From an optimization exercise on the open Yosys and OpenROAD flow, aimed at small area, a short achievable clock period and few clock cycles; shortcuts taken in it are not production practice. Power and IR drop assume default switching activity.

==> build 10 <==
Design kbd_scan_react, start of the top module:
module kbd_scan_react (
    input  wire        clk,
    input  wire        rst,
    input  wire        cmd_valid,
    input  wire [7:0]  cmd,
    output wire        cmd_ready,
    output reg  [7:0]  row_n,
    input  wire [7:0]  col_n,
    input  wire [31:0] rnd_data,
    output reg         rnd_take,
    output wire [17:0] ev,
    output reg         led_valid,
    output reg  [23:0] led_data,
    output reg         draw_valid,
    output wire [1:0]  draw_sprite,
    output wire [2:0]  fault
);
export LEC_CHECK = 0
export CAP_MARGIN = 20
export CORE_MARGIN = 2
export CORE_UTILIZATION = 40
export PLACE_DENSITY = 0.6
export SLEW_MARGIN = 20
create_clock -name core_clock -period 14.0 [get_ports {clk}]
standard.sh (not shown) runs the stock make flow with config.mk's settings and CLKGATE_MAP_FILE= SYNTH_SCRIPT=/design/flow/synth_recipe.tcl, a recipe that flattens the netlist after the stock synthesis.
==> flow/flow/run.sh <==
#!/bin/bash
# Standard ORFS layout (standard synthesis, unchanged). Timing repair aims at a
# larger setup slack than the default so that the achieved period is short.
set -euo pipefail
bash standard.sh SETUP_SLACK_MARGIN=10 finish > standard.log 2>&1
==> trial 71: changes against build 10 <==
--- a/flow/design.v
+++ b/flow/design.v
@@ -134,42 +134,46 @@
     wire dd_hit = x_dk ? 1'b0 : x_dt ? (dd == 32'd398) : (dd == 32'd399);
     wire [3:0] t_lk  = mvalid ? S_KT0 : S_KW0;
     wire [3:0] t_db  = in_pass ? S_DBW : S_IDLE;
     wire [3:0] t_pop = pop_wait ? S_POP : (b_press && is_L) ? t_lk : S_IDLE;
     wire [3:0] t_lt  = (lt_fire && is_L) ? (mvalid ? S_LT0 : S_LW0) : S_IDLE;
     wire [3:0] t_lkc = is_L ? t_lk : S_IDLE;
     wire [3:0] t_lf  = lf_ok ? S_LF : S_LFW;
     wire [1:0] spr_t = (sprite == 2'd1) ? 2'd2 : 2'd1;
+    wire c_scan, c_db, c_pop, c_lt, c_lk, c_lf, c_lm, c_dt, c_dk, c_ill;
+    kbd_scan_react_dec u_dec (
+        .cmd(cmd), .c_scan(c_scan), .c_db(c_db), .c_pop(c_pop), .c_lt(c_lt), .c_lk(c_lk),
+        .c_lf(c_lf), .c_lm(c_lm), .c_dt(c_dt), .c_dk(c_dk), .c_ill(c_ill));
     reg [3:0] n_st;
     reg       n_ill, n_proto, n_scan, n_pass, n_lfgo, n_pop, n_ltf, n_lk, n_lm, n_dt, n_dk;
     reg       n_take, n_draw, n_sprclr, n_sprtog, n_lcnt_inc, n_lcnt_clr;
     always @* begin
         n_st = S_IDLE; n_ill = 1'b0; n_proto = 1'b0; n_scan = 1'b0; n_pass = 1'b0;
         n_lfgo = 1'b0; n_pop = 1'b0; n_ltf = 1'b0; n_lk = 1'b0; n_lm = 1'b0;
         n_dt = 1'b0; n_dk = 1'b0; n_take = 1'b0; n_draw = 1'b0; n_sprclr = 1'b0;
         n_sprtog = 1'b0; n_lcnt_inc = 1'b0; n_lcnt_clr = 1'b0;
-        case (cmd)
-        8'h10: begin n_st = S_SCAN; n_scan = 1'b1; end
-        8'h20: begin n_st = t_db; n_proto = !in_pass && q_any; n_pass = !in_pass && !q_any; end
-        8'h21: begin
+        case (1'b1)
+        c_scan: begin n_st = S_SCAN; n_scan = 1'b1; end
+        c_db: begin n_st = t_db; n_proto = !in_pass && q_any; n_pass = !in_pass && !q_any; end
+        c_pop: begin
             n_st = t_pop; n_pop = !pop_wait;
             n_take = !pop_wait && b_press && is_L && mvalid;
             n_draw = !pop_wait && b_press; n_sprtog = !pop_wait && b_press;
             n_dk = !pop_wait && b_press; n_lk = !pop_wait && b_press && is_C;
         end
-        8'h30: begin
+        c_lt: begin
             n_st = t_lt; n_lcnt_inc = !lt_fire; n_lcnt_clr = lt_fire;
             n_ltf = lt_fire && !is_L; n_take = lt_fire && is_L && mvalid;
         end
-        8'h31: begin n_st = t_lkc; n_lk = is_C; n_take = is_L && mvalid; end
-        8'h32: begin n_st = t_lf; n_lfgo = lf_ok; end
-        8'h34, 8'h35, 8'h36, 8'h37: begin n_lm = 1'b1; n_lcnt_clr = 1'b1; end
-        8'h40: begin n_dt = 1'b1; n_draw = dd_hit; n_sprclr = dd_hit; end
-        8'h41: begin n_dk = 1'b1; n_draw = 1'b1; n_sprtog = 1'b1; end
+        c_lk: begin n_st = t_lkc; n_lk = is_C; n_take = is_L && mvalid; end
+        c_lf: begin n_st = t_lf; n_lfgo = lf_ok; end
+        c_lm: begin n_lm = 1'b1; n_lcnt_clr = 1'b1; end
+        c_dt: begin n_dt = 1'b1; n_draw = dd_hit; n_sprclr = dd_hit; end
+        c_dk: begin n_dk = 1'b1; n_draw = 1'b1; n_sprtog = 1'b1; end
         default: n_ill = 1'b1;
         endcase
     end
     wire acc = (st == S_IDLE) && ok;
     wire lf_go   = (acc && n_lfgo) || (st == S_LFW && lf_ok);
     wire pop_go  = (acc && n_pop)  || (st == S_POP && !pop_wait);
     wire a_step  = lf_go || (st == S_LF && rsel != 4'd12) || (st == S_LT1);
     wire       f_rb  = (fk == 2'd0);
@@ -456,8 +460,23 @@
                 lb <= rnd_data[0];
                 st <= S_IDLE; rdy <= 1'b1; rdy_ok <= 1'b1; x_lw <= 1'b1;
             end
             default: ;
             endcase
         end
     end
 endmodule
+module kbd_scan_react_dec (
+    input  wire [7:0] cmd,
+    output wire       c_scan, c_db, c_pop, c_lt, c_lk, c_lf, c_lm, c_dt, c_dk, c_ill
+);
+    assign c_scan = (cmd == 8'h10);
+    assign c_db   = (cmd == 8'h20);
+    assign c_pop  = (cmd == 8'h21);
+    assign c_lt   = (cmd == 8'h30);
+    assign c_lk   = (cmd == 8'h31);
+    assign c_lf   = (cmd == 8'h32);
+    assign c_lm   = (cmd[7:2] == 6'b001101);
+    assign c_dt   = (cmd == 8'h40);
+    assign c_dk   = (cmd == 8'h41);
+    assign c_ill  = ~(c_scan | c_db | c_pop | c_lt | c_lk | c_lf | c_lm | c_dt | c_dk);
+endmodule
==> flow/flow/run.sh (replaced) <==
#!/bin/bash
# Standard ORFS layout (standard synthesis, unchanged). Timing repair aims at a
# larger setup slack than the default so that the achieved period is short.
set -euo pipefail
bash standard.sh SETUP_SLACK_MARGIN=10.5 CTS_CLUSTER_SIZE=24 CTS_CLUSTER_DIAMETER=70 finish > standard.log 2>&1
Settings changed: SYNTH_HIERARCHICAL from default to 1.
==> trial 37: changes against build 10 <==
==> flow/flow/run.sh (replaced) <==
#!/bin/bash
# Standard ORFS layout (standard synthesis, unchanged). Timing repair aims at a
# larger setup slack than the default so that the achieved period is short.
set -euo pipefail
bash standard.sh SETUP_SLACK_MARGIN=10 CTS_CLUSTER_SIZE=24 CTS_CLUSTER_DIAMETER=70 finish > standard.log 2>&1
==> comparison table <==
item	trial 37	build 10	trial 71
Aggregate global-route resource usage	0.1790	0.1829	0.1860
Capturing instance or port of the critical path	rdy_ok	ldim	rdy_ok
Storage element area	0.01434 mm2	0.01434 mm2	0.01441 mm2
Combined area of the multi-input logic cells	0.01441 mm2	0.01439 mm2	0.01492 mm2
Yosys cell types	91	91	-
Number of DRC markers in iteration 0	1463	1482	1562
Run status	timing/DRC/antenna clean	timing/DRC/antenna clean	timing/DRC/antenna clean
Std-Cell Core Area	0.07149 mm2	0.07149 mm2	0.07136 mm2
Internal power of the cells	3.239 mW	3.857 mW	3.313 mW
Critical Setup Path Class	input port to register	register to register	input port to register
Starting density of the core	0.4038	0.4038	0.4032
Power per cell area	144.5 mW/mm2	159.8 mW/mm2	141.9 mW/mm2
Reg2reg start	a_r0	a_r2	a_r2
Function was not checked in any run of this note: the RTL went through the layout flow alone.

port drivers added, routing unchanged:
The results above use ideal ports. As a check the final layouts listed here were re-extracted and re-timed, cells and wires unchanged.
Step 1: set_driving_cell puts a clkbuf_16 on clk and a buf_2 on each other input, an assumption about the parent block.
Step 2 adds t to the input delays and takes it off the output delays; t is the mean of the earliest and latest rising clock arrival at the registers after step 1. Input paths then give back, and output paths get back, about the clock's delay inside the block.
Three values: ideal, step 1, step 2; two values: the first two.
| run | t (ns) | setup WS [ns] | hold slack, ns | worst register clock-pin slew, ns | cell pins on the clock port's net |
|---|---|---|---|---|---|
| build 10 | 0.688 | 9.814 / 9.814 / 9.150 | 0.306 / 0.306 / 0.306 | 0.07 / 0.07 | 1 |
| trial 71 | 0.669 | 9.658 / 9.676 / 9.007 | 0.312 / 0.312 / 0.312 | 0.09 / 0.09 | 1 |
| trial 37 | 0.667 | 9.769 / 9.782 / 9.115 | 0.309 / 0.309 / 0.309 | 0.09 / 0.09 | 1 |
After both steps setup and hold are still met in every run listed. The setup slack of build 10, which loses most, moves by 0.000 ns with the drivers and by -0.664 ns with both steps.
